What follows belongs to an exercise in optimizing a design on an open flow for small area, a short achievable clock period and few clock cycles; a production flow would make more cautious choices. In this exercise RTL edits were held to simulation tests only and were not proved equivalent to the original. No activity file was given, so power comes from the tool's default toggle rates.

## flow/config.mk

```make
export PLATFORM = sky130hd
export DESIGN_NAME = gdc_dbuf
export DESIGN_NICKNAME = gdc_dbuf
export VERILOG_FILES = /design/flow/design.v
export SDC_FILE = /design/flow/constraint.sdc
export NUM_CORES = 4
export LEC_CHECK = 0
export CAP_MARGIN = 20
export CORE_MARGIN = 2
export CORE_UTILIZATION = 40
export PLACE_DENSITY = 0.6
export SLEW_MARGIN = 20
```

## flow/run.sh

```bash
#!/bin/bash
# synth_recipe.tcl (not shown) runs the flow's synth.tcl, then flattens the netlist and writes it again
# the make line also repeats each setting of config.mk as NAME=value (left out here)
make -C /OpenROAD-flow-scripts/flow DESIGN_CONFIG=/design/flow/config.mk WORK_HOME=/design/flow/orfs CLKGATE_MAP_FILE= SYNTH_SCRIPT=/design/flow/synth_recipe.tcl finish
```

## flow/design.v

```verilog
module gdc_dbuf (
    input  wire        clk,
    input  wire        rst,           
    input  wire        ep_valid,
    output wire        ep_ready,
    input  wire [31:0] ep_data,
    input  wire        in_valid,
    output wire        in_ready,
    input  wire [15:0] in_data,
    output reg         resp_valid,
    input  wire        resp_ready,
    output wire [31:0] resp_data,
    output reg         err_valid,
    output reg  [1:0]  err_cause,     
    output reg  [7:0]  err_opc
);
    localparam [7:0] OP_NOP      = 8'h00,
                     OP_ENCODE   = 8'h08,
                     OP_DECODE   = 8'h09,
                     OP_WRBLK    = 8'h10,
                     OP_RDSMP    = 8'h11,
                     OP_SETWH    = 8'h12,
                     OP_SETBD    = 8'h13,
                     OP_DRATIO   = 8'h14,
                     OP_DMS      = 8'h15;
    function [1:0] clamp_depth;
        input [31:0] r;
        begin
            if (r[31:4] != 28'd0)      clamp_depth = 2'd3;
            else if (r[3:0] <= 4'd5)   clamp_depth = 2'd0;
            else if (r[3:0] <= 4'd9)   clamp_depth = 2'd1;
            else if (r[3:0] <= 4'd13)  clamp_depth = 2'd2;
            else                       clamp_depth = 2'd3;
        end
    endfunction
    function [15:0] encode;
        input [15:0] s;
        input [1:0]  d;
        begin
            case (d)
                2'd0: encode = {8'h00, {4{s[15]}}, s[15:12]};
                2'd1: encode = {8'h00, s[15:8]};
                2'd2: encode = {{4{s[15]}}, s[15:4]};
                default: encode = s;
            endcase
        end
    endfunction
    function [15:0] decode;
        input [15:0] v;
        input [1:0]  d;
        begin
            case (d)
                2'd0: decode = {v[3:0], 12'h000};
                2'd1: decode = {v[7:0], 8'h00};
                2'd2: decode = {v[11:0], 4'h0};
                default: decode = v;
            endcase
        end
    endfunction
    function [2:0] add3;
        input [2:0] a;
        input [2:0] b;
        begin
            add3[0] = (a[0] & b[0]) | (a[1] & b[2]) | (a[2] & b[1]);
            add3[1] = (a[0] & b[1]) | (a[1] & b[0]) | (a[2] & b[2]);
            add3[2] = (a[0] & b[2]) | (a[2] & b[0]) | (a[1] & b[1]);
        end
    endfunction
    function [2:0] bit3;
        input x;
        input w2;
        begin
            bit3 = !x ? 3'b001 : w2 ? 3'b100 : 3'b010;
        end
    endfunction
    function [2:0] neg3;
        input [2:0] a;
        begin
            neg3 = {a[1], a[2], a[0]};
        end
    endfunction
    reg [767:0] mem;                  
    reg [1:0]  depth;
    reg [6:0]  wh;
    reg [4:0]  wfade;
    reg [15:0] wr_left;               
    reg        wr_busy;               
    reg        wr_one;                
    reg        e1_v, e0_v;            
    reg [31:0] e1_w, e0_w;
    reg        ep_rdy;
    reg        in_bv;                 
    reg [15:0] in_w;
    reg        r_v;                   
    reg [15:0] r_n;                   
    reg [15:0] r_o;                   
    reg        ph_op;                 
    reg        k_enc, k_dec, k_rd, k_swh, k_dms;    
    reg [15:0] op_imm;                
    reg        resp_sx;               
    reg [15:0] resp_lo;
    assign resp_data = {{16{resp_sx}}, resp_lo};
    wire bps2 = depth[1];             
    wire [7:0]  h_opc  = e1_w[31:24];
    wire [15:0] h_imm  = e1_w[15:0];
    reg h_known, h_two, h_imm_used;
    always @(*) begin
        h_known = 1'b1; h_two = 1'b0; h_imm_used = 1'b0;
        case (h_opc)
            OP_NOP:    ;
            OP_ENCODE: begin h_two = 1'b1; h_imm_used = 1'b1; end
            OP_DECODE: begin h_two = 1'b1; h_imm_used = 1'b1; end
            OP_WRBLK:  h_imm_used = 1'b1;
            OP_RDSMP:  h_two = 1'b1;
            OP_SETWH:  h_two = 1'b1;
            OP_SETBD:  h_imm_used = 1'b1;
            OP_DRATIO: h_imm_used = 1'b1;
            OP_DMS:    h_two = 1'b1;
            default:   h_known = 1'b0;
        endcase
    end
    wire h_resv_bad = (e1_w[23:16] != 8'd0) || (!h_imm_used && h_imm != 16'd0);
    wire h_ok   = h_known && !h_resv_bad;
    wire h_wb   = h_ok && (h_opc == OP_WRBLK);
    wire h_sbd  = h_ok && (h_opc == OP_SETBD);
    wire h_dr   = h_ok && (h_opc == OP_DRATIO);
    reg [2:0]  m3;
    reg [95:0] m3t;                   
    integer j;
    always @(*) begin
        for (j = 0; j < 32; j = j + 1)
            m3t[3*j +: 3] = bit3(e1_w[j], (j % 2 == 1) && (j != 31));
        for (j = 0; j < 16; j = j + 1) m3t[3*j +: 3] = add3(m3t[6*j +: 3], m3t[6*j+3 +: 3]);
        for (j = 0; j < 8; j = j + 1)  m3t[3*j +: 3] = add3(m3t[6*j +: 3], m3t[6*j+3 +: 3]);
        for (j = 0; j < 4; j = j + 1)  m3t[3*j +: 3] = add3(m3t[6*j +: 3], m3t[6*j+3 +: 3]);
        for (j = 0; j < 2; j = j + 1)  m3t[3*j +: 3] = add3(m3t[6*j +: 3], m3t[6*j+3 +: 3]);
        m3 = add3(m3t[2:0], m3t[5:3]);
    end
    reg [2:0] l16m3, l32m3;
    always @(*) begin
        case (e1_w[3:0] % 3)
            0: l16m3 = 3'b001;
            1: l16m3 = 3'b010;
            default: l16m3 = 3'b100;
        endcase
        case (e1_w[4:0] % 3)
            0: l32m3 = 3'b001;
            1: l32m3 = 3'b010;
            default: l32m3 = 3'b100;
        endcase
    end
    wire [2:0] k16 = add3(m3, neg3(l16m3));
    wire [2:0] k32 = neg3(add3(m3, neg3(l32m3)));
    wire [6:0] opa_wrapped = bps2 ? {1'b0, k16[2], k16[1], e1_w[3:0]}
                                  : {k32[2], k32[1], e1_w[4:0]};
    wire writing = wr_busy && r_v;
    wire wr_last = wr_one && r_v;             
    wire wr_done = !wr_busy || wr_last;       
    wire [7:0] rd_dist0 = {1'b0, opa_wrapped} - {1'b0, wh};
    wire [6:0] rd_dist  = rd_dist0[7] ? rd_dist0[6:0] + (bps2 ? 7'd48 : 7'd96) : rd_dist0[6:0];
    wire       rd_free  = (wr_left[15:7] == 9'd0) && (rd_dist >= wr_left[6:0]) &&
                          (wr_done || wfade == 5'd0);
    reg        resp_hold;             
    wire op_resp = k_enc || k_dec || k_dms || k_rd;
    wire resp_busy = resp_valid || resp_hold;
    wire take_hdr = !ph_op && (
                      (h_opc == OP_WRBLK  && h_ok) ? wr_done :
                      (h_opc == OP_SETBD  && h_ok) ? wr_done :
                      (h_opc == OP_DRATIO && h_ok) ? !resp_busy :
                      1'b1);
    wire take_op  = ph_op && !(op_resp && resp_busy) &&
                    !(k_swh && !wr_done) &&
                    !(k_rd && !rd_free);
    wire take     = e1_v && (take_hdr || take_op);
    wire x_wb  = e1_v && !ph_op && h_wb  && wr_done;
    wire x_sbd = e1_v && !ph_op && h_sbd && wr_done;
    wire x_swh = e1_v &&  ph_op && k_swh && wr_done;
    wire ep_push = ep_valid && ep_rdy;
    wire e1_free = !e1_v || take;
    assign ep_ready = ep_rdy;
    reg  in_rdy;
    assign in_ready = in_rdy;
    wire [6:0] wh_next = (wh == (bps2 ? 7'd47 : 7'd95)) ? 7'd0 : wh + 7'd1;
    wire       rd_cmd  = ph_op && k_rd && (wr_done || wfade == 5'd0);
    wire [6:0] rd_slot = rd_cmd ? opa_wrapped : (writing ? wh_next : wh);
    wire [5:0] rd_word = bps2 ? rd_slot[5:0] : rd_slot[6:1];
    reg  [15:0] rd_w;
    integer r;
    always @(*) begin
        rd_w = 16'd0;
        for (r = 0; r < 48; r = r + 1)
            rd_w = rd_w | (mem[16*r +: 16] & {16{rd_word == r}});
    end
    wire [15:0] rd_raw = bps2 ? rd_w : {8'h00, rd_slot[0] ? rd_w[15:8] : rd_w[7:0]};
    wire [15:0] rd_sample = decode(rd_raw, depth);
    wire        r_load = in_bv && (!r_v || writing);
    wire [15:0] r_n_nx = r_load ? in_w : r_n;
    wire [4:0]  w_o = wfade;
    wire [4:0]  w_n = 5'd24 - wfade;
    wire [20:0] o_x = {{5{r_o[15]}}, r_o};
    wire [20:0] n_x = {{5{r_n[15]}}, r_n};
    wire [20:0] p0 = w_o[0] ? o_x      : 21'd0;
    wire [20:0] p1 = w_o[1] ? o_x << 1 : 21'd0;
    wire [20:0] p2 = w_o[2] ? o_x << 2 : 21'd0;
    wire [20:0] p3 = w_o[3] ? o_x << 3 : 21'd0;
    wire [20:0] p4 = w_o[4] ? o_x << 4 : 21'd0;
    wire [20:0] p5 = w_n[0] ? n_x      : 21'd0;
    wire [20:0] p6 = w_n[1] ? n_x << 1 : 21'd0;
    wire [20:0] p7 = w_n[2] ? n_x << 2 : 21'd0;
    wire [20:0] p8 = w_n[3] ? n_x << 3 : 21'd0;
    wire [20:0] p9 = w_n[4] ? n_x << 4 : 21'd0;
    function [41:0] csa;
        input [20:0] x, y, z;
        begin
            csa[20:0]  = x ^ y ^ z;
            csa[41:21] = {(x[19:0] & y[19:0]) | (x[19:0] & z[19:0]) | (y[19:0] & z[19:0]), 1'b0};
        end
    endfunction
    wire [41:0] t1 = csa(p0, p1, p2);
    wire [41:0] t2 = csa(p3, p4, p5);
    wire [41:0] t3 = csa(p6, p7, p8);
    wire [41:0] t4 = csa(t1[20:0], t1[41:21], t2[20:0]);
    wire [41:0] t5 = csa(t2[41:21], t3[20:0], t3[41:21]);
    wire [41:0] t6 = csa(t4[20:0], t4[41:21], t5[20:0]);
    wire [41:0] t7 = csa(t5[41:21], p9, t6[20:0]);
    wire [41:0] t8 = csa(t6[41:21], t7[20:0], t7[41:21]);
    wire [20:0] bl_s = t8[20:0] + t8[41:21];
    wire [18:0] bl_u = {1'b1, ~bl_s[20], bl_s[19:3]};
    reg [3*21*6-1:0] sfx;
    reg [15:0] bl_q;
    integer a, b;
    always @(*) begin
        sfx = {3*21*6{1'b0}};
        for (a = 0; a <= 20; a = a + 1)
            sfx[3*a +: 3] = bit3((a < 19) ? bl_u[a] : 1'b0, 1'b0);
        for (a = 0; a <= 20; a = a + 1)
            sfx[3*(21+a) +: 3] = (a < 19) ? add3(sfx[3*a +: 3], bit3((a < 18) ? bl_u[a+1] : 1'b0, 1'b1))
                                          : sfx[3*a +: 3];
        for (b = 1; b < 5; b = b + 1)
            for (a = 0; a <= 20; a = a + 1)
                sfx[3*(21*(b+1)+a) +: 3] = (a + (1 << b) <= 20) ?
                    add3(sfx[3*(21*b+a) +: 3], sfx[3*(21*b+a+(1 << b)) +: 3]) :
                    sfx[3*(21*b+a) +: 3];
        for (a = 0; a < 16; a = a + 1)
            bl_q[a] = sfx[3*(21*5+a+1) + 2] || (sfx[3*(21*5+a+1) + 1] && bl_u[a]);
    end
    wire [15:0] wr_sample = bl_q;
    wire [15:0] wr_code   = encode(wr_sample, depth);
    wire [5:0] wr_word = bps2 ? wh[5:0] : wh[6:1];
    wire       wr_lo   = writing && (bps2 || !wh[0]);
    wire       wr_hi   = writing && (bps2 ||  wh[0]);
    reg        rst_q;
    always @(posedge clk) rst_q <= rst;
    wire [7:0] wd_lo   = rst_q ? 8'h00 : wr_code[7:0];
    wire [7:0] wd_hi   = rst_q ? 8'h00 : (bps2 ? wr_code[15:8] : wr_code[7:0]);
    integer k;
    always @(posedge clk) begin
        for (k = 0; k < 48; k = k + 1) begin
            if (rst_q || (wr_lo && wr_word == k)) mem[16*k +: 8]     <= wd_lo;
            if (rst_q || (wr_hi && wr_word == k)) mem[16*k + 8 +: 8] <= wd_hi;
        end
    end
    wire [1:0]  opa_depth = clamp_depth(e1_w);
    wire [15:0] enc_code  = encode(op_imm, opa_depth);
    wire [15:0] dec_smp   = decode(op_imm, opa_depth);
    wire [1:0]  bd_new    = clamp_depth({16'd0, h_imm});
    wire [6:0]  wh_cur    = writing ? wh_next : wh;
    wire [6:0]  wh_after_bd = (bd_new[1] && wh_cur >= 7'd48) ? wh_cur - 7'd48 : wh_cur;
    wire [17:0] dr_3v     = {2'b00, h_imm} + {1'b0, h_imm, 1'b0};
    wire [6:0]  dr_val    = bps2 ? {1'b0, dr_3v[17:12]} : dr_3v[17:11];
    wire        ms_hi     = (e1_w[31:2] != 30'd0);
    wire [6:0]  ms_max    = bps2 ? 7'd47 : 7'd95;
    wire [6:0]  ms_val    = ms_hi ? ms_max :
                            (e1_w[1:0] == 2'd0) ? 7'd0 :
                            (e1_w[1:0] == 2'd1) ? 7'd44 :
                            (e1_w[1:0] == 2'd2) ? (bps2 ? 7'd47 : 7'd88) : ms_max;
    always @(posedge clk) begin
        if (rst) begin
            depth      <= 2'd3;
            wh         <= 7'd0;
            wfade      <= 5'd0;
            wr_left    <= 16'd0;
            wr_busy    <= 1'b0;
            wr_one     <= 1'b0;
            e1_v       <= 1'b0;
            e0_v       <= 1'b0;
            ep_rdy     <= 1'b0;
            in_bv      <= 1'b0;
            in_rdy     <= 1'b1;
            r_v        <= 1'b0;
            ph_op      <= 1'b0;
            resp_valid <= 1'b0;
            resp_hold  <= 1'b0;
            err_valid  <= 1'b0;
        end else begin
            if (resp_hold && wr_done) begin
                resp_hold  <= 1'b0;
                resp_valid <= 1'b1;
            end
            err_valid <= take && !ph_op && !h_ok;
            if (resp_valid && resp_ready) resp_valid <= 1'b0;
            if (e1_free) begin
                if (e0_v) begin
                    e1_v <= 1'b1;
                    e0_v <= ep_push;
                end else begin
                    e1_v <= ep_push;
                end
            end else if (ep_push) begin
                e0_v <= 1'b1;
            end
            ep_rdy <= !(e1_free ? (e0_v && ep_push) : (e0_v || ep_push));
            if (in_ready) in_bv <= in_valid;
            if (r_load) r_v <= 1'b1;
            else if (writing) r_v <= 1'b0;
            in_rdy <= !(in_ready ? in_valid : in_bv) || !(r_load || (r_v && !writing)) ||
                      (x_wb && h_imm != 16'd0) || (wr_busy && !(writing && wr_one));
            if (writing) begin
                if (wfade != 5'd0) wfade <= wfade - 5'd1;
                wh      <= wh_next;
                wr_left <= wr_left - 16'd1;
                wr_one  <= (wr_left == 16'd2);
                if (wr_one) wr_busy <= 1'b0;
            end
            if (x_wb && h_imm != 16'd0) begin
                wr_left <= h_imm;
                wr_busy <= 1'b1;
                wr_one  <= (h_imm == 16'd1);
            end
            if (x_sbd && bd_new != depth) begin
                depth <= bd_new;
                wh    <= wh_after_bd;
            end
            if (x_swh) begin
                wh    <= opa_wrapped;
                wfade <= 5'd24;
            end
            if (take && !ph_op) begin
                if (h_known && h_two) ph_op <= 1'b1;
                if (h_dr) resp_valid <= 1'b1;
            end
            if (take && ph_op) begin
                ph_op <= 1'b0;
                if (k_rd && !wr_done) resp_hold <= 1'b1;
                else if (op_resp) resp_valid <= 1'b1;
            end
        end
    end
    always @(posedge clk) begin
        if (e1_free)          e1_w <= e0_v ? e0_w : ep_data;
        if (e1_free || !e0_v) e0_w <= ep_data;
        if (in_ready)         in_w <= in_data;
        r_n <= r_n_nx;
        r_o <= rd_sample;
        if (take && !ph_op) begin
            err_cause <= h_known ? 2'd2 : 2'd1;
            err_opc   <= h_opc;
            k_enc  <= h_ok && (h_opc == OP_ENCODE);
            k_dec  <= h_ok && (h_opc == OP_DECODE);
            k_rd   <= h_ok && (h_opc == OP_RDSMP);
            k_swh  <= h_ok && (h_opc == OP_SETWH);
            k_dms  <= h_ok && (h_opc == OP_DMS);
            op_imm <= h_imm;
        end
        if (take && !ph_op && h_dr) begin
            resp_sx <= 1'b0;
            resp_lo <= {9'd0, dr_val};
        end
        if (take && ph_op && op_resp) begin
            resp_sx <= 1'b0;
            resp_lo <= {9'd0, ms_val};
            if (k_enc) resp_lo <= enc_code;
            if (k_dec) begin
                resp_sx <= dec_smp[15];
                resp_lo <= dec_smp;
            end
            if (k_rd) begin
                resp_sx <= rd_sample[15];
                resp_lo <= rd_sample;
            end
        end
    end
endmodule
```

## flow/constraint.sdc

```tcl
create_clock -name core_clock -period 45.0 [get_ports {clk}]
set_input_delay 9.0000 -clock core_clock [delete_from_list [all_inputs] [get_ports {clk}]]
set_output_delay 9.0000 -clock core_clock [all_outputs]
set_load 0.01 [all_outputs]
```

==> results of run 1 <==
## critical path: cells and delay by family (launching register included)
family	cells	cell delay, ns
fa+ha+maj	8	3.78
compound gates	18	4.19
simple gates	6	0.99
buf+inv	5	0.64
flops	1	0.69
xor+xnor	1	0.34
## metrics by stage
stage                     power (µW)  hold slack [ns]  setup slack, ns  util (%)
after floorplan                 1860            0.400            31.64         -
after global placement          2080            0.405            34.22      42.8
after detailed placement        2110            0.405            34.20      42.8
after CTS                       2920            0.421            34.01      45.4
after global routing            3060            0.429            33.23      45.6
final                           2940            0.419            33.97      45.6
## registers in the layout, summed over array words and instances (netlist names), 2 cells and up, named ones only
signal / count
resp_lo: 16
err_cause: 2
r_o: 16
wh: 7
e1_w: 32
r_n: 16
wr_left: 16
e0_w: 32
op_imm: 16
err_opc: 8
wfade: 5
depth: 2
mem: 768
in_w: 16
## worst max path at each step
stage / startpoint / end / slack, ns
2_1_floorplan: wfade[1] / mem[0] / 31.64
4_1_cts: resp_sx / resp_data[21] / 34.01
3_5_place_dp: wfade[1] / mem[128] / 34.20
5_1_grt: wfade[1] / mem[128] / 33.23
6_report: wfade[1] / mem[160] / 33.97
3_3_place_gp: ep_data[25] / flip-flop / 34.22
## cell families (layout without fill, tap and decap cells)
kind of cell	count (synthesis)	count (layout)	synth area share (%)
buffers and inverters	535	694	4.28
xor gates and xnor gates	54	54	0.961
DFF	974	974	57.3
muxes	118	118	2.60
and+or+nand+nor	920	920	8.98
adders and majority gates	288	288	9.21
AOI/OAI and AO/OA	1108	1108	16.7
## metal layers
metal	vias up	track usage (%)	share of wire (%)
li1	15500	-	-
met1	17800	32.8	42
met2	1703	37.3	46
met3	291	4.03	8.8
met4	0	8.55	3.7
met5	-	0	0
## synth_stat cells (19+ instances only)
master    count  area (µm²)
dfxtp_1      62        1240
clkbuf_1    154         578
o21bai_1     64         480
and3_1       24         150
a211oi_1     39         293
nor3_1       54         270
a31oi_1      35         219
fa_1        133        2660
a22oi_1     203        1520
a21o_1       61         458
nor2b_1      38         238
o211ai_1     19         143
a221oi_1     86         753
edfxtp_1    912       27400
nand4_1      44         275
ha_1        155        1940
xnor2_1      39         342
inv_1       312        1170
nand2_1     252         946
mux2i_1      50         500
nor2_1      209         785
a22o_1       63         552
nand2b_1     30         188
a21oi_1     115         576
and2_1      124         776
a222oi_1     91         911
nand3_1      87         435
buf_2        28         140
o22ai_1      46         288
mux2_2       65         732
o21ai_0     109         546
## final cells by class
class,count,share of cell area (%)
clock inverters,52,0.906
flip-flops and latches,974,50.7
clock buffers,132,4.74
multi-input cells,2488,34.6
well taps,1637,3.63
repair buffers,196,3.28
inverters,314,2.09
## report_power, final
group / switching, µW / internal [µW] / total, µW / leakage, µW
logic: 437 / 199 / 636 / 0.00937
clock network: 366 / 451 / 817 / 0.00153
registers: 81.3 / 1410 / 1490 / 0.00983
==> impl_results.md, run 1 <==
- TritonCTS clock tree: done
- Critical Path RT: 45.40 ns
- Global route overflow: 0
- Ports: 99
- Synthesized area: 0.0500 mm²
- WP data arrival: 11.43 ns
- Antenna-violating nets left: 0
- Startpoint types: flip-flop
- Routability cong.: 0.926
- Diodes inserted: 0
- Vias in the first global route: 34.2k
- Syn-to-layout area delta: 13.0%
- Bufs on Longest Clock Path: 3
- DR pass1 iterations: 9
- Dpl cells: 5,598
- Post-synth EDFFs: 912
- Wire per inst: 26.3 µm
- Share of layout cells above drive strength 1: 9.53%
- CTS buffer count: 102
- H-tree depth: 3
- Worst Hold End: r_n[7]
- # fillers: 11.1k
- Slowest Stage Delay on Critical Path: 0.90 ns
- Ys async rst share: 0%
- Worst reg2reg setup slack: 33.97 ns
- Max cap viols: 0
- Post-synth top flop: edfxtp_1
- Final period utilization: around 25%
- Synth Register Bits: 974
- Cell depth of the worst hold path: 0
- Synthesized netlist cell count: around 4k
- Port bufs: between 90 and 100
- Critical path capture point type: flip-flop
- Kind of critical path: reg -> reg
- Synthesized area per cell: 12.5 µm²
- Yosys Warn Count: 1
- Max_slew headroom: 20.6%
- Die Ht: approximately 360 µm
- Design Area, Final: 0.0565 mm²
- Fin crit period: around 11 ns
- Yosys cell types: 95
- Fin Setup TNS: 0 ns
- Max VDD drop: ~0.033 mV
- Seq/Total Area, Yosys: 57.3%
- Worst-skew pair later-pin latency: 0.73 ns
- WL final: 152,000 µm
- Worst Reg2Reg Path Length in Cells: 38
- Commonest non-fill, non-tap cell in the layout: edfxtp_1
- Worst path most repeated cell: o21ai_0
- Vias after detailed routing: 35.3k
- Tot GR Track Use: 23.6%
- Pwr dens: 52.1 mW/mm²
- # setup viols final: 0
- Tightest Pin Transition: 1.18 ns
- Cts-stage hold buffer count: 0
- Post-Layout Cell Count: 5,793
- Most frequent cells in the layout: edfxtp_1 (912), inv_1 (312), nand2_1 (252)
- Final #Nets: 4,417
- DPL Wire Length: 102,000 µm
- Synthesized Nets: 4,338
- Antenna violations before repair: 1
- Lkg Pwr: 0.0207 µW
- Fmax achieved: just over 90 MHz
- Iter 0 DRT Violations: 4,405
- Area after DPL: between 0.05 and 0.06 mm²
- Pins Over Slew Limit: 0
- CORE AREA: 0.124 mm²
- Status: complete, no violations
- Final hold violations: 0
- Routed vias/inst: 6.09
- RSZ-0062 raised after global routing: no
- FF+latch area: 0.0286 mm²
- Multi-input logic area: between 0.015 and 0.02 mm²
- Clock Skew: around 0.044 ns
- # DRC: 0
- Die area: approximately 0.13 mm²
- FP Rows: between 100 and 150
- Clock sink count: 974
- Die W: between 300 and 400 µm
- Slowest-stage cell, CP: a222oi_1
- Post-CTS Setup Repair Bufs: 0
- Largest net degree at the start of global routing: 99
- Worst hold start: in_w[7]
- Reg2reg start: wfade[1]
- Cts repair resizes: 0
- Clock Pin Slew Worst Setup and Hold Paths: 0.06 ns
- Critical-path maximum fanout: 48
- Starting density of the core: 40.4%
- Root buf cell: clkbuf_16
- First-pass GRT wire length: 226,000 µm
- Hold crit path type: reg -> reg
- Reg2Reg Capture Point: mem[160]
Testbench counts, summed over its fixed seeds: cycles 41,934.
==> run 2: changes to the inputs <==
--- a/flow/design.v
+++ b/flow/design.v
@@ -92,6 +92,4 @@
     reg        in_bv;                 
     reg [15:0] in_w;
-    reg        r_v;                   
-    reg [15:0] r_n;                   
     reg [15:0] r_o;                   
     reg        ph_op;                 
@@ -154,6 +152,6 @@
     wire [6:0] opa_wrapped = bps2 ? {1'b0, k16[2], k16[1], e1_w[3:0]}
                                   : {k32[2], k32[1], e1_w[4:0]};
-    wire writing = wr_busy && r_v;
-    wire wr_last = wr_one && r_v;             
+    wire writing = wr_busy && in_bv;
+    wire wr_last = wr_one && in_bv;            
     wire wr_done = !wr_busy || wr_last;       
     wire [7:0] rd_dist0 = {1'b0, opa_wrapped} - {1'b0, wh};
@@ -194,10 +192,8 @@
     wire [15:0] rd_raw = bps2 ? rd_w : {8'h00, rd_slot[0] ? rd_w[15:8] : rd_w[7:0]};
     wire [15:0] rd_sample = decode(rd_raw, depth);
-    wire        r_load = in_bv && (!r_v || writing);
-    wire [15:0] r_n_nx = r_load ? in_w : r_n;
     wire [4:0]  w_o = wfade;
     wire [4:0]  w_n = 5'd24 - wfade;
     wire [20:0] o_x = {{5{r_o[15]}}, r_o};
-    wire [20:0] n_x = {{5{r_n[15]}}, r_n};
+    wire [20:0] n_x = {{5{in_w[15]}}, in_w};
     wire [20:0] p0 = w_o[0] ? o_x      : 21'd0;
     wire [20:0] p1 = w_o[1] ? o_x << 1 : 21'd0;
@@ -288,5 +284,4 @@
             in_bv      <= 1'b0;
             in_rdy     <= 1'b1;
-            r_v        <= 1'b0;
             ph_op      <= 1'b0;
             resp_valid <= 1'b0;
@@ -312,7 +307,5 @@
             ep_rdy <= !(e1_free ? (e0_v && ep_push) : (e0_v || ep_push));
             if (in_ready) in_bv <= in_valid;
-            if (r_load) r_v <= 1'b1;
-            else if (writing) r_v <= 1'b0;
-            in_rdy <= !(in_ready ? in_valid : in_bv) || !(r_load || (r_v && !writing)) ||
+            in_rdy <= !(in_ready ? in_valid : in_bv) ||
                       (x_wb && h_imm != 16'd0) || (wr_busy && !(writing && wr_one));
             if (writing) begin
@@ -351,5 +344,4 @@
         if (e1_free || !e0_v) e0_w <= ep_data;
         if (in_ready)         in_w <= in_data;
-        r_n <= r_n_nx;
         r_o <= rd_sample;
         if (take && !ph_op) begin
==> impl_results.md, run 2 <==
- Hold crit path type: reg -> reg
- Most frequent cells in the layout: edfxtp_1 (896), inv_1 (292), nand2_1 (278)
- CP Buf/Inv Count: 1 (-4)
- Clock Pin Slew Worst Setup and Hold Paths: 0.06 ns (about the same)
- Worst-skew pair later-pin latency: 0.72 ns (about the same)
- Fin Setup TNS: 0 ns (unchanged)
- CTS buffer count: 99 (-2.9%)
- Cts-stage hold buffer count: 0 (unchanged)
- Clock Skew: 0.0398 ns (-0.00398 ns)
- Post-synth top flop: edfxtp_1
- Synthesized Nets: 4,335 (-0.069%)
- Ports: 99 (unchanged)
- Critical path capture point type: output port
- # fillers: 11.0k (-0.41%)
- Commonest non-fill, non-tap cell in the layout: edfxtp_1
- Routability cong.: 0.921 (-0.55%)
- Yosys cell types: 110 (+16%)
- Kind of critical path: reg -> out
- Antenna violations before repair: 0 (-1)
- WP data arrival: 2.28 ns (-9.15 ns)
- Vias in the first global route: 33.7k (-1.4%)
- Startpoint types: flip-flop
- Yosys top cell area share: 54.4% (-0.43 points)
- Post-CTS Setup Repair Bufs: 0 (unchanged)
- Bufs on Longest Clock Path: 3 (unchanged)
- Most numerous cell in the Yosys netlist: edfxtp_1
- Ys async rst share: 0% (unchanged)
- Cts repair resizes: 0 (unchanged)
- Post-synth EDFFs: 896 (-1.8%)
- Synthesized netlist cell count: 3,993 (-0.10%)
- Most flops, register: mem
- WL final: 149,000 µm (-2.1%)
- Commonest cells post-synth: edfxtp_1 (896), inv_1 (292), nand2_1 (278)
- Die area: 0.127 mm² (-0.97%)
- Largest net degree at the start of global routing: 110 (+11%)
- Die W: 356 µm (-0.48%)
- Seq/Total Area, Yosys: 56.8% (-0.45 points)
- Worst Reg2Reg Path Length in Cells: 37 (-2.6%)
- DR pass1 iterations: 10 (+1)
- Final hold slack: 0.491 ns (+0.0721 ns)
- Diodes inserted: 0 (unchanged)
- Critical path's top delay family: flip-flops
- Iter 0 DRT Violations: 4,578 (+3.9%)
- Starting density of the core: 40.2% (-0.18 points)
- Crit path from: in_rdy
- Critical Path RT: 36.00 ns (-9.40 ns)
- Port bufs: 98 (unchanged)
- Final hold violations: 0 (unchanged)
- Final period utilization: 25.1% (+0.56 points)
- Die Ht: 356 µm (-0.48%)
- Top post-synthesis cells by area: edfxtp_1 (54%), fa_1 (5.4%), ha_1 (3.9%)
- Pins Over Slew Limit: 0 (unchanged)
- Fin crit period: 11.28 ns (+0.253 ns)
- Share of layout cells above drive strength 1: 9.61% (+0.082 points)
- Tot GR Track Use: 23.3% (-0.38 points)
- Antenna-violating nets left: 0 (unchanged)
- Yosys Warn Count: 1 (unchanged)
- Pwr dens: 59.7 mW/mm² (+15%)
- Largest registers: mem: 768 flops, e0_w: 32 flops, e1_w: 32 flops
- Max cap viols: 0 (unchanged)
- Max FFs per register: 768 (unchanged)
- CORE AREA: 0.123 mm² (-0.52%)
- Synthesized area per cell: 12.4 µm² (-0.88%)
- # setup viols final: 0 (unchanged)
- Max_slew headroom: 22.2% (+1.6 points)
- RSZ-0062 raised after global routing: no
- FP Rows: 129 (unchanged)
- Tightest Pin Transition: 1.16 ns (-0.0189 ns)
- Critical-path maximum fanout: 18 (-63%)
- H-tree depth: 3 (unchanged)
- First-pass GRT wire length: 222,000 µm (-1.5%)
- # DRC: 0 (unchanged)
- Root buf cell: clkbuf_16
- Worst reg2reg setup slack: 34.20 ns (+0.23 ns)
- Cell depth of the worst hold path: 2 (+2)
- TritonCTS clock tree: done
- Reg2reg start: wfade[1]
- Reg2Reg Capture Point: mem[560]
- DPL Wire Length: 98,300 µm (-3.3%)
- Clock sink count: 957 (-1.7%)
- Status: complete, no violations
- Global route overflow: 0 (unchanged)
- Vias after detailed routing: 34.9k (-0.97%)
- Worst Hold End: resp_hold
- Synthesized area: 0.0495 mm² (-0.98%)
- Max VDD drop: 0.0625 mV (+89%)
- Fmax achieved: 88.6 MHz (-2.2%)
- Lkg Pwr: 0.0206 µW (-0.85%)
- Syn-to-layout area delta: 13.1%
- Slowest Stage Delay on Critical Path: 0.90 ns (about the same)
- Slowest-stage cell, CP: dfxtp_1
- Worst hold start: resp_hold
- Final #Nets: 4,423 (+0.14%)
- CP cell instances: clkdlybuf4s50_1
- Wire per inst: 25.7 µm (-2.2%)
- Routed vias/inst: 6.02 (-1.1%)
- Yosys top cell by area: edfxtp_1
- Synth Register Bits: 957 (-1.7%)
run 2: changes by cell type after synthesis, sizes merged, moves of 15 or more:
cell    delta
nor2      +27
inv       -18
nor3      +20
and3      -15
edfxtp    -16
nand2     +25
a31oi     -15
mux2      -16
mux2i     -24
run 2: logic make-up (layout without fill, tap and decap cells):
kind of cell,Yosys count,count (layout),share of synthesized area (%)
adders and majority gates,289,289,9.32
AOI/OAI and AO/OA,1093,1093,17.0
muxes,78,78,1.78
DFF,957,957,56.8
xor gates and xnor gates,60,60,1.09
and+or+nand+nor,1007,1007,9.83
buffers and inverters,509,678,4.12
run 2: area by class of cell:
| cell class | count | area [µm²] | area share (%) |
|---|---|---|---|
| repair buffers | 200 | 1850 | 3.31 |
| clock inverters | 55 | 457 | 0.816 |
| flip-flops and latches | 957 | 28100 | 50.2 |
| clock buffers | 127 | 2680 | 4.78 |
| multi-input cells | 2527 | 19700 | 35.2 |
| well taps | 1637 | 2050 | 3.66 |
| inverters | 296 | 1110 | 1.98 |
run 2: where the power goes:
| part | total (µW) | switching, µW | internal [µW] |
|---|---|---|---|
| Clock | 805 | 351 | 455 |
| Combinational | 896 | 625 | 271 |
| Sequential | 1640 | 102 | 1540 |
| Total | 3340 | 1080 | 2260 |
run 2: through the flow:
stage	instances	total power [µW]	util, %	setup WS [ns]	cell area, µm²
after global routing	5799	3490	45.5	33.26	56000
after detailed placement	5608	2510	42.7	34.19	52600
after global placement	5607	2480	42.7	34.21	52600
final	5799	3340	45.5	33.72	56000
after CTS	5790	3310	45.3	33.63	55800
after floorplan	3993	2160	-	33.93	49500
run 2: how the worst max path moves through the flow:
stage | to | slack (ns) | cells after the start
6_report | in_ready | 33.72 | 1
4_1_cts | in_ready | 33.63 | 1
3_5_place_dp | flip-flop | 34.19 | 8
5_1_grt | mem[352] | 33.26 | 37
3_3_place_gp | flip-flop | 34.21 | 8
2_1_floorplan | mem[0] | 33.93 | 41
run 2: per-layer routing:
metal,share of wire (%),track usage (%),vias up
met1,42,32.4,17500
li1,-,-,15500
met3,9.1,4.19,256
met4,3.1,7.18,0
met2,46,37.0,1691
met5,0,0,-
Testbench counts of run 2, summed over its fixed seeds: cycles 41,934.
==> run 3: changes to the inputs <==
--- a/flow/design.v
+++ b/flow/design.v
@@ -84,4 +84,5 @@
     reg [6:0]  wh;
     reg [4:0]  wfade;
+    reg [4:0]  wfade_n;               
     reg [15:0] wr_left;               
     reg        wr_busy;               
@@ -193,5 +194,5 @@
     wire [15:0] rd_sample = decode(rd_raw, depth);
     wire [4:0]  w_o = wfade;
-    wire [4:0]  w_n = 5'd24 - wfade;
+    wire [4:0]  w_n = wfade_n;
     wire [20:0] o_x = {{5{r_o[15]}}, r_o};
     wire [20:0] n_x = {{5{in_w[15]}}, in_w};
@@ -221,5 +222,17 @@
     wire [41:0] t7 = csa(t5[41:21], p9, t6[20:0]);
     wire [41:0] t8 = csa(t6[41:21], t7[20:0], t7[41:21]);
-    wire [20:0] bl_s = t8[20:0] + t8[41:21];
+    reg  [20:0] ks_g, ks_p, bl_s;
+    integer ks_i, ks_l;
+    always @(*) begin
+        ks_g = t8[20:0] & t8[41:21];
+        ks_p = t8[20:0] ^ t8[41:21];
+        for (ks_l = 1; ks_l < 21; ks_l = ks_l * 2)
+            for (ks_i = 20; ks_i >= 0; ks_i = ks_i - 1)
+                if (ks_i >= ks_l) begin
+                    ks_g[ks_i] = ks_g[ks_i] | (ks_p[ks_i] & ks_g[ks_i - ks_l]);
+                    ks_p[ks_i] = ks_p[ks_i] & ks_p[ks_i - ks_l];
+                end
+        bl_s = (t8[20:0] ^ t8[41:21]) ^ {ks_g[19:0], 1'b0};
+    end
     wire [18:0] bl_u = {1'b1, ~bl_s[20], bl_s[19:3]};
     reg [3*21*6-1:0] sfx;
@@ -276,4 +289,5 @@
             wh         <= 7'd0;
             wfade      <= 5'd0;
+            wfade_n    <= 5'd24;
             wr_left    <= 16'd0;
             wr_busy    <= 1'b0;
@@ -310,5 +324,8 @@
                       (x_wb && h_imm != 16'd0) || (wr_busy && !(writing && wr_one));
             if (writing) begin
-                if (wfade != 5'd0) wfade <= wfade - 5'd1;
+                if (wfade != 5'd0) begin
+                    wfade   <= wfade - 5'd1;
+                    wfade_n <= wfade_n + 5'd1;
+                end
                 wh      <= wh_next;
                 wr_left <= wr_left - 16'd1;
@@ -328,4 +345,5 @@
                 wh    <= opa_wrapped;
                 wfade <= 5'd24;
+                wfade_n <= 5'd0;
             end
             if (take && !ph_op) begin
==> impl_results.md, run 3 <==
- Cts-stage hold buffer count: 0 (unchanged)
- # fillers: 11.2k (+1.4%)
- Clock Pin Slew Worst Setup and Hold Paths: 0.06 ns (about the same)
- Hold crit path type: reg -> reg
- Final period utilization: 24.9% (-0.13 points)
- Commonest cells post-synth: edfxtp_1 (896), nand2_1 (322), inv_1 (308)
- CTS buffer count: 103 (+4.0%)
- Place WS: 34.21 ns (+0.0263 ns)
- DPL Wire Length: 98,400 µm (about the same)
- Design Area, Final: 0.0562 mm² (+0.40%)
- Post-CTS Setup Repair Bufs: 0 (unchanged)
- Tot GR Track Use: 23.1% (-0.14 points)
- Synth Area in XOR/XNOR: 1.11% (+0.018 points)
- Wire per inst: 25.5 µm (-0.71%)
- Synth Register Bits: 962 (+0.52%)
- Max VDD drop: 0.0569 mV (-8.9%)
- Fmax achieved: 89.1 MHz (+0.53%)
- Mux cell area share after synthesis: 1.69% (-0.084 points)
- Ports: 99 (unchanged)
- Most numerous cell in the Yosys netlist: edfxtp_1
- Status: complete, no violations
- CP Buf/Inv Count: 1 (unchanged)
- TritonCTS clock tree: done
- Most frequent cells in the layout: edfxtp_1 (896), nand2_1 (321), inv_1 (308)
- Final #Nets: 4,483 (+1.4%)
- Fin crit period: 11.22 ns (-0.0595 ns)
- Critical Path RT: 36.00 ns (about the same)
- Worst Hold End: err_opc[5]
- Comb pwr share: 26.8% (about the same)
- Critical-path maximum fanout: 18 (unchanged)
- Die area: 0.127 mm² (+0.62%)
- DR pass1 iterations: 7 (-3)
- Global route overflow: 0 (unchanged)
- CP cell instances: clkdlybuf4s50_1
- Clk pwr share: 24.4% (+0.3 points)
- Area after DPL: 0.0528 mm² (+0.38%)
- WL final: 150,000 µm (+0.41%)
- Post-synth top flop: edfxtp_1
- Most flops, register: mem
- Ys async rst share: 0% (unchanged)
- Cts repair resizes: 0 (unchanged)
- Adder-cell share of the synthesized area: 9.29% (-0.038 points)
- Final hold slack: 0.516 ns (+0.0249 ns)
- Post-synth EDFFs: 896 (unchanged)
- Synthesized area per cell: 12.3 µm² (-0.91%)
- Syn-to-layout area delta: 12.9%
- First-pass GRT wire length: 222,000 µm (about the same)
- Antenna-violating nets left: 0 (unchanged)
- Clock sink count: 962 (+0.52%)
- Final hold violations: 0 (unchanged)
- Vias after detailed routing: 35.4k (+1.4%)
- Die Ht: 357 µm (+0.31%)
- Yosys top cell area share: 54.0% (-0.34 points)
- Startpoint types: flip-flop
- Fin Setup TNS: 0 ns (unchanged)
- Routability cong.: 0.926 (+0.49%)
- Critical path's top delay family: flip-flops
- Max FFs per register: 768 (unchanged)
- Max cap viols: 0 (unchanged)
- P_sw: 1110 µW (+3.0%)
- Root buf cell: clkbuf_16
- Bufs on Longest Clock Path: 3 (unchanged)
- Cell-internal power: 2280 µW (+0.73%)
- Largest family of logic cells by synthesized area: compound AO/OA/AOI/OAI gates
- H-tree depth: 3 (unchanged)
- Synth Area in Compound Gates: 16.5% (-0.47 points)
- Commonest non-fill, non-tap cell in the layout: edfxtp_1
- Worst-skew pair later-pin latency: 0.72 ns (about the same)
- Slowest-stage cell, CP: dfxtp_1
- Yosys top cell by area: edfxtp_1
- # DRC: 0 (unchanged)
- Switching Share: 32.7% (+0.49 points)
- Starting density of the core: 40.3% (+0.093 points)
- Largest registers: mem: 768 flops, e0_w: 32 flops, e1_w: 32 flops
- Share of layout cells above drive strength 1: 8.99% (-0.62 points)
- FP Rows: 129 (unchanged)
- Pins Over Slew Limit: 0 (unchanged)
- Final setup margin: 33.78 ns (+0.0595 ns)
- Lkg Pwr: 0.0208 µW (+1.3%)
- Routed vias/inst: 6.04 (+0.26%)
- Critical path capture point type: output port
- Largest net degree at the start of global routing: 102 (-7.3%)
- Synthesized area: 0.0498 mm² (+0.62%)
- Pwr dens: 60.3 mW/mm² (+1.1%)
- Seq/Total Area, Yosys: 56.7% (-0.15 points)
- Reg2reg start: e1_w[1]
- RSZ-0062 raised after global routing: no
- WP data arrival: 2.22 ns (-0.06 ns)
- Antenna violations before repair: 0 (unchanged)
- # setup viols final: 0 (unchanged)
- Worst Reg2Reg Path Length in Cells: 35 (-5.4%)
- CORE AREA: 0.124 mm² (+0.39%)
- Worst hold start: e1_w[29]
- Synthesized netlist cell count: 4,055 (+1.6%)
- Slowest Stage Delay on Critical Path: 0.85 ns (-0.05 ns)
- Clock Skew: 0.0480 ns (+0.00819 ns)
- Cell depth of the worst hold path: 0 (-2)
- Reg2Reg Capture Point: resp_lo[6]
- Tightest Pin Transition: 1.29 ns (+0.128 ns)
- Kind of critical path: reg -> out
- Die W: 357 µm (+0.31%)
- Worst reg2reg setup slack: 34.71 ns (+0.51 ns)
- Top post-synthesis cells by area: edfxtp_1 (54%), fa_1 (5.3%), ha_1 (3.9%)
- Simple-gate portion of the synthesized area: 10.4% (+0.59 points)
- Sequential power share: 48.8% (-0.3 points)
- Diodes inserted: 0 (unchanged)
- Vias in the first global route: 34.1k (+1.2%)
- Port bufs: 98 (unchanged)
- Yosys cell types: 110 (unchanged)
- Yosys Warn Count: 1 (unchanged)
- Synthesized Nets: 4,397 (+1.4%)
- Iter 0 DRT Violations: 4,007 (-12%)
- Max_slew headroom: 13.5% (-8.7 points)
-- run 3: worst max path at each step --
stage | start | endpoint | slack [ns] | cells past startpoint
2_1_floorplan | wfade[3] | mem[114] | 32.50 | 35
3_3_place_gp | ep_data[25] | flip-flop | 34.16 | 8
3_5_place_dp | ep_data[25] | flip-flop | 34.21 | 8
4_1_cts | in_rdy | in_ready | 33.68 | 1
5_1_grt | in_rdy | in_ready | 33.64 | 1
6_report | in_rdy | in_ready | 33.78 | 1
-- run 3: layer usage --
layer	global-route usage [%]	part of all wire, %	wire (µm)	vias up
met2	37.7	46	69500	1621
met4	7.50	3.1	4700	2
li1	-	-	-	15700
met3	4.11	8.9	13300	276
met1	31.3	42	62200	17800
met5	0.296	0.034	51	-
-- run 3: area by class of cell --
class / count / area, µm² / area share (%)
clock inverters: 60 / 510 / 0.908
repair buffers: 193 / 1770 / 3.14
flip-flops and latches: 962 / 28200 / 50.2
inverters: 312 / 1170 / 2.08
multi-input cells: 2569 / 19800 / 35.1
well taps: 1637 / 2050 / 3.64
clock buffers: 131 / 2720 / 4.85
-- run 3: metrics by stage --
| step | instances | utilization [%] | power [µW] |
|---|---|---|---|
| global route | 5864 | 45.5 | 3540 |
| global placement | 5668 | 42.7 | 2510 |
| finish | 5864 | 45.5 | 3390 |
| floorplan | 4055 | - | 2180 |
| detailed placement | 5668 | 42.7 | 2540 |
| CTS | 5859 | 45.4 | 3360 |
-- run 3: cells by family (layout without fill, tap and decap cells) --
kind of cell | after synthesis | in the layout
AOI/OAI and AO/OA | 1083 | 1083
muxes | 75 | 75
DFF | 962 | 962
and+or+nand+nor | 1058 | 1058
buffers and inverters | 524 | 696
adders and majority gates | 290 | 290
xor gates and xnor gates | 63 | 63
-- run 3: power by group through the flow --
stage                     Clock (µW)  Combinational (µW)  Sequential [µW]
after global routing             869                 982             1690
after detailed placement           0                 870             1670
after CTS                        837                 871             1660
final                            827                 909             1650
after global placement             0                 847             1660
after floorplan                    0                 525             1650
Testbench counts of run 3, summed over its fixed seeds: cycles 41,934.
==> run 4: changes to the inputs <==
--- a/flow/config.mk
+++ b/flow/config.mk
@@ -9,4 +9,6 @@
 export CORE_MARGIN = 2
 export CORE_UTILIZATION = 40
+export CTS_CLUSTER_DIAMETER = 100
+export CTS_CLUSTER_SIZE = 28
 export PLACE_DENSITY = 0.6
 export SLEW_MARGIN = 20
==> impl_results.md, run 4 <==
- Status: complete, no violations
- Synth Area in Compound Gates: 16.5% (unchanged)
- Final setup margin: 33.78 ns (-0.00260 ns)
- First-pass GRT wire length: 220,000 µm (-1.2%)
- WP data arrival: 2.22 ns (about the same)
- Antenna-violating nets left: 0 (unchanged)
- Iter 0 DRT Violations: 3,997 (-0.25%)
- # setup viols final: 0 (unchanged)
- WL final: 148,000 µm (-1.0%)
- Most flops, register: mem
- Max_slew headroom: 10.9% (-2.6 points)
- Post-CTS Setup Repair Bufs: 0 (unchanged)
- Yosys top cell by area: edfxtp_1
- Final hold violations: 0 (unchanged)
- Synthesized area per cell: 12.3 µm² (unchanged)
- Die Ht: 357 µm (unchanged)
- Global route overflow: 0 (unchanged)
- Pins Over Slew Limit: 0 (unchanged)
- Cts repair resizes: 0 (unchanged)
- Adder-cell share of the synthesized area: 9.29% (unchanged)
- Critical-path maximum fanout: 18 (unchanged)
- Share of layout cells above drive strength 1: 7.36% (-1.6 points)
- Seq/Total Area, Yosys: 56.7% (unchanged)
- Largest family of logic cells by synthesized area: compound AO/OA/AOI/OAI gates
- Routability cong.: 0.926 (unchanged)
- Lkg Pwr: 0.0200 µW (-4.1%)
- Final #Nets: 4,427 (-1.2%)
- CORE AREA: 0.124 mm² (unchanged)
- Place WS: 34.21 ns (unchanged)
- Root buf cell: clkbuf_16
- Vias after detailed routing: 34.8k (-1.6%)
- Vias in the first global route: 33.5k (-1.7%)
- Yosys top cell area share: 54.0% (unchanged)
- Die W: 357 µm (unchanged)
- Antenna violations before repair: 0 (unchanged)
- Commonest non-fill, non-tap cell in the layout: edfxtp_1
- Slowest Stage Delay on Critical Path: 0.86 ns (about the same)
- Clock Pin Slew Worst Setup and Hold Paths: 0.10 ns (+0.04 ns)
- Final period utilization: 24.9% (about the same)
- Ys async rst share: 0% (unchanged)
- Top post-synthesis cells by area: edfxtp_1 (54%), fa_1 (5.3%), ha_1 (3.9%)
- Slowest-stage cell, CP: dfxtp_1
- Diodes inserted: 0 (unchanged)
- Port bufs: 98 (unchanged)
- Clock Skew: 0.0604 ns (+0.0124 ns)
- Simple-gate portion of the synthesized area: 10.4% (unchanged)
- TritonCTS clock tree: done
- H-tree depth: 2 (-1)
- Fin Setup TNS: 0 ns (unchanged)
- # DRC: 0 (unchanged)
- FP Rows: 129 (unchanged)
- DPL Wire Length: 98,400 µm (unchanged)
- Ports: 99 (unchanged)
- DR pass1 iterations: 9 (+2)
- Max VDD drop: 0.0559 mV (-1.8%)
- Critical Path RT: 36.00 ns (about the same)
- Cts-stage hold buffer count: 0 (unchanged)
- Area after DPL: 0.0528 mm² (unchanged)
- Largest registers: mem: 768 flops, e0_w: 32 flops, e1_w: 32 flops
- Largest net degree at the start of global routing: 102 (unchanged)
- Hold crit path type: reg -> reg
- Most frequent cells in the layout: edfxtp_1 (896), nand2_1 (321), inv_1 (308)
- Final core occ: 44.1% (-1.4 points)
- Max cap viols: 0 (unchanged)
- Fin crit period: 11.22 ns (+0.00260 ns)
- CP cell instances: clkdlybuf4s50_1
- Routed vias/inst: 6.07 (+0.58%)
- Max FFs per register: 768 (unchanged)
- Tightest Pin Transition: 1.33 ns (+0.0386 ns)
- Bufs on Longest Clock Path: 3 (unchanged)
- Starting density of the core: 40.3% (unchanged)
- CTS buffer count: 47 (-54%)
- Kind of critical path: reg -> out
- Most numerous cell in the Yosys netlist: edfxtp_1
- Worst reg2reg setup slack: 34.67 ns (-0.04 ns)
- Synth Area in XOR/XNOR: 1.11% (unchanged)
- Fmax achieved: 89.1 MHz (about the same)
- Synthesized Nets: 4,397 (unchanged)
- RSZ-0062 raised after global routing: no
- Synth Register Bits: 962 (unchanged)
- Synthesized area: 0.0498 mm² (unchanged)
- Yosys Warn Count: 1 (unchanged)
- Post-synth EDFFs: 896 (unchanged)
- Commonest cells post-synth: edfxtp_1 (896), nand2_1 (322), inv_1 (308)
- Wire per inst: 25.8 µm (+1.1%)
- Yosys cell types: 110 (unchanged)
- Die area: 0.127 mm² (unchanged)
- Post-synth top flop: edfxtp_1
- Synthesized netlist cell count: 4,055 (unchanged)
- Syn-to-layout area delta: 9.42%
- Design Area, Final: 0.0545 mm² (-3.1%)
- Startpoint types: flip-flop
- Pwr dens: 56.4 mW/mm² (-6.4%)
- Mux cell area share after synthesis: 1.69% (unchanged)
- CP Buf/Inv Count: 1 (unchanged)
- Critical path capture point type: output port
- Clock sink count: 962 (unchanged)
- Worst-skew pair later-pin latency: 0.71 ns (about the same)
- Critical path's top delay family: flip-flops
- Tot GR Track Use: 22.8% (-0.28 points)
run 4: cell counts after synthesis:
No cell type changed its count.
run 4: path summary, 6_finish.rpt:
kind,cells after the start,startpoint,to
max,1,in_rdy,in_ready
min,0,e1_w[29],err_opc[5]
max reg2reg,35,e1_w[1],resp_lo[6]
min reg2reg,0,e1_w[29],err_opc[5]
run 4: through the flow:
| stage | hold WS (ns) | std cells | power [µW] |
|---|---|---|---|
| after floorplan | 0.454 | 4055 | 2180 |
| after global placement | 0.510 | 5668 | 2510 |
| after detailed placement | 0.512 | 5668 | 2540 |
| after CTS | 0.541 | 5734 | 3050 |
| after global routing | 0.565 | 5739 | 3210 |
| final | 0.539 | 5739 | 3080 |
run 4: cells by family after synthesis:
family,after synthesis
AOI/OAI and AO/OA,1083
and+or+nand+nor,1058
DFF,962
buffers and inverters,524
adders and majority gates,290
muxes,75
xor gates and xnor gates,63
run 4: routing by layer:
layer | up-vias | wire (µm) | global-route usage [%]
li1 | 15500 | - | -
met1 | 17600 | 62400 | 31.3
met2 | 1496 | 69000 | 37.5
met3 | 230 | 12100 | 3.49
met4 | 2 | 4620 | 6.87
met5 | - | 57 | 0.296
run 4: cell type report:
class | count | area [µm²]
inverters | 312 | 1170
clock inverters | 18 | 310
fillers | 11300 | 69200
clock buffers | 48 | 1200
well taps | 1637 | 2050
repair buffers | 193 | 1770
flip-flops and latches | 962 | 28200
multi-input cells | 2569 | 19800
run 4: power breakdown:
group / leakage (µW) / switching, µW / total, µW / internal [µW]
Sequential: 0.00970 / 105 / 1650 / 1550
Combinational: 0.00955 / 640 / 907 / 268
Clock: 0.000723 / 311 / 518 / 207
==> run 5: changes to the inputs <==
--- a/flow/config.mk
+++ b/flow/config.mk
@@ -10,5 +10,5 @@
 export CORE_UTILIZATION = 40
 export CTS_CLUSTER_DIAMETER = 100
-export CTS_CLUSTER_SIZE = 28
+export CTS_CLUSTER_SIZE = 22
 export PLACE_DENSITY = 0.6
 export SLEW_MARGIN = 20
==> impl_results.md, run 5 <==
- Hold crit path type: reg -> reg
- Worst reg2reg setup slack: 34.70 ns (+0.03 ns)
- Yosys top cell by area: edfxtp_1
- Post-synth top flop: edfxtp_1
- Bufs on Longest Clock Path: 3 (unchanged)
- # DRC: 0 (unchanged)
- Clock Pin Slew Worst Setup and Hold Paths: 0.09 ns (about the same)
- WP data arrival: 2.22 ns (about the same)
- Diodes inserted: 0 (unchanged)
- CP cell instances: clkdlybuf4s50_1
- # setup viols final: 0 (unchanged)
- Final #Nets: 4,434 (+0.16%)
- Area after DPL: 0.0528 mm² (unchanged)
- Antenna violations before repair: 0 (unchanged)
- Status: complete, no violations
- Yosys Warn Count: 1 (unchanged)
- Sequential power share: 53.2% (-0.4 points)
- Largest net degree at the start of global routing: 102 (unchanged)
- Commonest non-fill, non-tap cell in the layout: edfxtp_1
- Final period utilization: 24.9% (about the same)
- Most numerous cell in the Yosys netlist: edfxtp_1
- RSZ-0062 raised after global routing: no
- Final hold violations: 0 (unchanged)
- Global route overflow: 0 (unchanged)
- DPL Wire Length: 98,400 µm (unchanged)
- Fin crit period: 11.22 ns (-0.00760 ns)
- Antenna-violating nets left: 0 (unchanged)
- CORE AREA: 0.124 mm² (unchanged)
- Synthesized netlist cell count: 4,055 (unchanged)
- Synthesized area: 0.0498 mm² (unchanged)
- Reg2reg start: e1_w[1]
- Vias after detailed routing: 34.8k (-0.057%)
- Port bufs: 98 (unchanged)
- Most flops, register: mem
- Clk pwr share: 17.4% (+0.5 points)
- Max VDD drop: 0.0562 mV (+0.61%)
- Cts repair resizes: 0 (unchanged)
- Pwr dens: 56.8 mW/mm² (+0.62%)
- Worst hold start: e1_w[29]
- DR pass1 iterations: 9 (unchanged)
- Clock sink count: 962 (unchanged)
- Max FFs per register: 768 (unchanged)
- Slowest Stage Delay on Critical Path: 0.86 ns (about the same)
- Post-CTS Setup Repair Bufs: 0 (unchanged)
- Fmax achieved: 89.1 MHz (about the same)
- Yosys top cell area share: 54.0% (unchanged)
- Ys async rst share: 0% (unchanged)
- Cell depth of the worst hold path: 0 (unchanged)
- H-tree depth: 2 (unchanged)
- Kind of critical path: reg -> out
- Routability cong.: 0.926 (unchanged)
- CP Buf/Inv Count: 1 (unchanged)
- Commonest cells post-synth: edfxtp_1 (896), nand2_1 (322), inv_1 (308)
- Wire per inst: 25.8 µm (about the same)
- Cell-internal power: 2050 µW (+1.4%)
- Post-synth EDFFs: 896 (unchanged)
- Die Ht: 357 µm (unchanged)
- Ports: 99 (unchanged)
- Clock Skew: 0.0489 ns (-0.0115 ns)
- Starting density of the core: 40.3% (unchanged)
- Iter 0 DRT Violations: 4,123 (+3.2%)
- Worst-skew pair later-pin latency: 0.72 ns (about the same)
- Max_slew headroom: 14.8% (+3.9 points)
- Tot GR Track Use: 22.9% (+0.032 points)
- Design Area, Final: 0.0546 mm² (+0.19%)
- Synthesized Nets: 4,397 (unchanged)
- Pins Over Slew Limit: 0 (unchanged)
- Root buf cell: clkbuf_16
- Critical path capture point type: output port
- Critical Path RT: 36.00 ns (about the same)
- Cts-stage hold buffer count: 0 (unchanged)
- Routed vias/inst: 6.06 (-0.20%)
- Critical-path maximum fanout: 18 (unchanged)
- FP Rows: 129 (unchanged)
- Seq/Total Area, Yosys: 56.7% (unchanged)
- Yosys cell types: 110 (unchanged)
- Die area: 0.127 mm² (unchanged)
- Top post-synthesis cells by area: edfxtp_1 (54%), fa_1 (5.3%), ha_1 (3.9%)
- Fin Setup TNS: 0 ns (unchanged)
- Share of layout cells above drive strength 1: 7.45% (+0.083 points)
- Reg2Reg Capture Point: resp_lo[6]
- Critical path's top delay family: flip-flops
- Switching Share: 33.9% (-0.38 points)
- P_sw: 1050 µW (-0.30%)
- Worst Reg2Reg Path Length in Cells: 35 (unchanged)
- Slowest-stage cell, CP: dfxtp_1
- Comb pwr share: 29.4% (about the same)
- TritonCTS clock tree: done
- WL final: 148,000 µm (+0.21%)
- CTS buffer count: 54 (+15%)
- Tightest Pin Transition: 1.27 ns (-0.0586 ns)
- Worst Hold End: err_opc[5]
- Die W: 357 µm (unchanged)
- Largest registers: mem: 768 flops, e0_w: 32 flops, e1_w: 32 flops
- Vias in the first global route: 33.5k (+0.054%)
- Synth Register Bits: 962 (unchanged)
- Startpoint types: flip-flop
- Synthesized area per cell: 12.3 µm² (unchanged)
- Lkg Pwr: 0.0200 µW (+0.34%)
- First-pass GRT wire length: 220,000 µm (+0.13%)
- Most frequent cells in the layout: edfxtp_1 (896), nand2_1 (321), inv_1 (308)
- Syn-to-layout area delta: 9.63%
- Max cap viols: 0 (unchanged)
## run 5: metal layers
metal  routed length [µm]  global-route usage, %  vias up
met5                   56                  0.296        -
li1                     -                      -    15500
met3                12500                   3.35      215
met4                 4390                   6.49        2
met2                69500                   37.7     1576
met1                62000                   31.5    17500
## run 5: power groups by stage
stage,logic [µW],clock network [µW],registers [µW]
after floorplan,525,0,1650
after CTS,870,546,1650
final,910,539,1650
after detailed placement,870,0,1670
after global placement,847,0,1660
after global routing,981,571,1680
## run 5: cells by family after synthesis
group | Yosys count | share of synthesized area, %
buffers and inverters | 524 | 4.25
and+or+nand+nor | 1058 | 10.4
xor gates and xnor gates | 63 | 1.11
muxes | 75 | 1.69
adders and majority gates | 290 | 9.29
DFF | 962 | 56.7
AOI/OAI and AO/OA | 1083 | 16.5
## run 5: worst max path at each step
stage / cells past startpoint / slack (ns) / endpoint / start
2_1_floorplan: 35 / 32.50 / mem[114] / wfade[3]
3_3_place_gp: 8 / 34.16 / flip-flop / ep_data[25]
3_5_place_dp: 8 / 34.21 / flip-flop / ep_data[25]
4_1_cts: 1 / 33.68 / in_ready / in_rdy
5_1_grt: 1 / 33.65 / in_ready / in_rdy
6_report: 1 / 33.78 / in_ready / in_rdy
## run 5: cell type report
cell class,count,area [µm²]
clock inverters,16,225
fillers,11300,69000
repair buffers,193,1770
well taps,1637,2050
clock buffers,58,1400
multi-input cells,2569,19700
inverters,312,1170
flip-flops and latches,962,28200
## run 5: metrics by stage
stage | utilization (%) | hold slack [ns] | setup WS [ns] | cells | power, µW
2_1_floorplan | - | 0.454 | 32.50 | 4055 | 2180
3_3_place_gp | 42.7 | 0.510 | 34.16 | 5668 | 2510
3_5_place_dp | 42.7 | 0.512 | 34.21 | 5668 | 2540
4_1_cts | 44.1 | 0.539 | 33.68 | 5742 | 3070
5_1_grt | 44.2 | 0.563 | 33.65 | 5747 | 3240
6_report | 44.2 | 0.527 | 33.78 | 5747 | 3100
==> run 6: changes to the inputs <==
--- a/flow/config.mk
+++ b/flow/config.mk
@@ -8,7 +8,7 @@
 export CAP_MARGIN = 20
 export CORE_MARGIN = 2
-export CORE_UTILIZATION = 40
+export CORE_UTILIZATION = 65
 export CTS_CLUSTER_DIAMETER = 100
 export CTS_CLUSTER_SIZE = 22
-export PLACE_DENSITY = 0.6
+export PLACE_DENSITY = 0.8
 export SLEW_MARGIN = 20
==> impl_results.md, run 6 <==
- Commonest cells post-synth: edfxtp_1 (896), nand2_1 (322), inv_1 (308)
- Critical Path RT: 36.00 ns (about the same)
- Max VDD drop: 0.0496 mV (-12%)
- # DRC: 0 (unchanged)
- Yosys Warn Count: 1 (unchanged)
- Most numerous cell in the Yosys netlist: edfxtp_1
- Final #Nets: 4,406 (-0.63%)
- Most frequent cells in the layout: edfxtp_1 (896), nand2_1 (321), inv_1 (308)
- CTS buffer count: 51 (-5.6%)
- Status: complete, no violations
- Lkg Pwr: 0.0199 µW (-0.92%)
- Fin crit period: 10.90 ns (-0.319 ns)
- Post-synth EDFFs: 896 (unchanged)
- Routability cong.: 0.976 (+5.4%)
- Clock Skew: 0.0444 ns (-0.00448 ns)
- H-tree depth: 2 (unchanged)
- Final hold violations: 0 (unchanged)
- Clock Pin Slew Worst Setup and Hold Paths: 0.09 ns (about the same)
- Comb pwr share: 29.1% (-0.3 points)
- Antenna-violating nets left: 0 (unchanged)
- Vias in the first global route: 33.9k (+0.95%)
- Cell-internal power: 2030 µW (-0.88%)
- Top post-synthesis cells by area: edfxtp_1 (54%), fa_1 (5.3%), ha_1 (3.9%)
- Antenna violations before repair: 2 (+2)
- Sequential power share: 54.3% (+1.1 points)
- Max_slew headroom: 17.2% (+2.4 points)
- Final core occ: 70.5% (+26 points)
- Ports: 99 (unchanged)
- DPL Wire Length: 90,900 µm (-7.6%)
- Share of layout cells above drive strength 1: 6.76% (-0.69 points)
- Slowest Stage Delay on Critical Path: 0.64 ns (-0.22 ns)
- Most flops, register: mem
- CP cell instances: clkdlybuf4s50_1
- Critical-path maximum fanout: 16 (-2)
- Synthesized Nets: 4,397 (unchanged)
- Pins Over Slew Limit: 0 (unchanged)
- Hold crit path type: reg -> reg
- Critical path's top delay family: buffers and inverters
- Yosys top cell area share: 54.0% (unchanged)
- Final period utilization: 24.2% (-0.71 points)
- Max FFs per register: 768 (unchanged)
- Pwr dens: 57.1 mW/mm² (+0.47%)
- Worst-skew pair later-pin latency: 0.68 ns (-0.04 ns)
- Synthesized netlist cell count: 4,055 (unchanged)
- Syn-to-layout area delta: 7.52%
- Cts repair resizes: 0 (unchanged)
- Startpoint types: flip-flop
- Synthesized area per cell: 12.3 µm² (unchanged)
- Commonest non-fill, non-tap cell in the layout: edfxtp_1
- Yosys cell types: 110 (unchanged)
- Iter 0 DRT Violations: 5,340 (+30%)
- Tot GR Track Use: 35.1% (+12 points)
- Wire per inst: 27.1 µm (+5.0%)
- Tightest Pin Transition: 1.23 ns (-0.0423 ns)
- Slowest-stage cell, CP: clkdlybuf4s50_1
- WP data arrival: 1.90 ns (-0.32 ns)
- Vias after detailed routing: 35.5k (+1.9%)
- CORE AREA: 0.0759 mm² (-39%)
- Max cap viols: 0 (unchanged)
- Kind of critical path: reg -> out
- Critical path capture point type: output port
- Cts-stage hold buffer count: 0 (unchanged)
- Routed vias/inst: 6.94 (+15%)
- Final setup margin: 34.10 ns (+0.319 ns)
- Clock sink count: 962 (unchanged)
- First-pass GRT wire length: 207,000 µm (-6.1%)
- Die W: 281 µm (-21%)
- Fin Setup TNS: 0 ns (unchanged)
- Bufs on Longest Clock Path: 3 (unchanged)
- # setup viols final: 0 (unchanged)
- Seq/Total Area, Yosys: 56.7% (unchanged)
- Post-CTS Setup Repair Bufs: 0 (unchanged)
- Diodes inserted: 0 (unchanged)
- P_sw: 1030 µW (-2.6%)
- CP Buf/Inv Count: 1 (unchanged)
- Synthesized area: 0.0498 mm² (unchanged)
- Design Area, Final: 0.0535 mm² (-1.9%)
- TritonCTS clock tree: done
- Clk pwr share: 16.5% (-0.9 points)
- WL final: 139,000 µm (-6.6%)
- Switching Share: 33.6% (-0.39 points)
- RSZ-0062 raised after global routing: no
- DR pass1 iterations: 9 (unchanged)
- Port bufs: 98 (unchanged)
- Synth Register Bits: 962 (unchanged)
- Yosys top cell by area: edfxtp_1
- FP Rows: 101 (-22%)
- Die area: 0.0788 mm² (-38%)
- Starting density of the core: 65.6% (+25 points)
- Global route overflow: 0 (unchanged)
- Die Ht: 281 µm (-21%)
- Ys async rst share: 0% (unchanged)
- Largest net degree at the start of global routing: 104 (+2.0%)
- Area after DPL: 0.0519 mm² (-1.8%)
- Root buf cell: clkbuf_16
- Fmax achieved: 91.8 MHz (+2.9%)
- Largest registers: mem: 768 flops, e0_w: 32 flops, e1_w: 32 flops
- Post-synth top flop: edfxtp_1
- Place WS: 34.21 ns (-0.000500 ns)
[run 6: cell count changes in the layout (fill, tap and decap cells not counted), moves of 2 or more]
cell / before / now
o21bai_2: 5 / 11
buf_16: 2 / 4
clkbuf_1: 2 / 11
buf_12: 3 / 1
o21bai_1: 64 / 58
clkbuf_16: 55 / 51
buf_4: 90 / 65
[run 6: kinds of logic after synthesis]
logic type / Yosys count / synth area share [%]
compound gates: 1083 / 16.5
xor+xnor: 63 / 1.11
fa+ha+maj: 290 / 9.29
buf+inv: 524 / 4.25
flops: 962 / 56.7
mux: 75 / 1.69
simple gates: 1058 / 10.4
[run 6: layout make-up]
type                    instances  area, µm²
fillers                      5223      22400
clock buffers                  63       1330
inverters                     312       1170
repair buffers                168       1590
well taps                    1030       1290
multi-input cells            2569      19800
flip-flops and latches        962      28200
clock inverters                 9        151
[run 6: metal layers]
metal	up-vias	track usage, %	wire length (µm)
met2	2371	54.6	62900
met1	17300	47.2	52000
li1	15400	-	-
met3	422	7.44	16700
met4	4	17.4	7100
met5	-	0	28
[run 6: worst paths after layout]
kind	start	end	slack [ns]	depth (start not counted)
setup / recovery	resp_sx	resp_data[23]	34.10	1
setup reg to reg	wfade[3]	mem[164]	34.93	36
hold reg to reg	e1_w[31]	err_opc[7]	0.52	0
hold / removal	e1_w[31]	err_opc[7]	0.52	0
[run 6: stage by stage]
step | std cells | hold WS (ns) | power [µW]
2_1_floorplan | 4055 | 0.454 | 2180
4_1_cts | 5107 | 0.526 | 3000
3_5_place_dp | 5035 | 0.496 | 2510
5_1_grt | 5113 | 0.551 | 3180
3_3_place_gp | 5034 | 0.495 | 2460
6_report | 5113 | 0.521 | 3060
[run 6: power by group through the flow]
| stage | clock network, µW | logic (µW) | registers, µW |
|---|---|---|---|
| finish | 505 | 891 | 1660 |
| global route | 534 | 953 | 1690 |
| CTS | 506 | 836 | 1660 |
| detailed placement | 0 | 833 | 1680 |
| global placement | 0 | 807 | 1660 |
| floorplan | 0 | 525 | 1650 |

-- separate check: timing with driven ports --
No port has a modelled driver above. Below, the same layouts with a new extraction and two added sets of constraints.
Step 1 assumes that a clkbuf_16 drives the clock port and a buf_2 every other input.
Step 2 moves the port delays by t, midway between the first and last clock arrival at a register: inputs arrive t later, outputs are due t later. That takes back most of the time a late clock gives input paths.
Three values: ideal, step 1, step 2; two values: the first two.
| run | t (ns) | setup WS [ns] | worst setup path at the end |
|---|---|---|---|
| run 1 | 0.784 | 33.971 / 33.971 / 33.971 | register to register |
| run 2 | 0.770 | 33.718 / 33.644 / 34.196 | input to register |
| run 3 | 0.766 | 33.778 / 33.703 / 34.185 | input to register |
| run 4 | 0.760 | 33.775 / 33.698 / 34.198 | input to register |
| run 5 | 0.776 | 33.783 / 33.702 / 34.165 | input to register |
| run 6 | 0.730 | 34.102 / 34.030 / 34.193 | input to register |
After both steps every run listed still meets setup and hold.
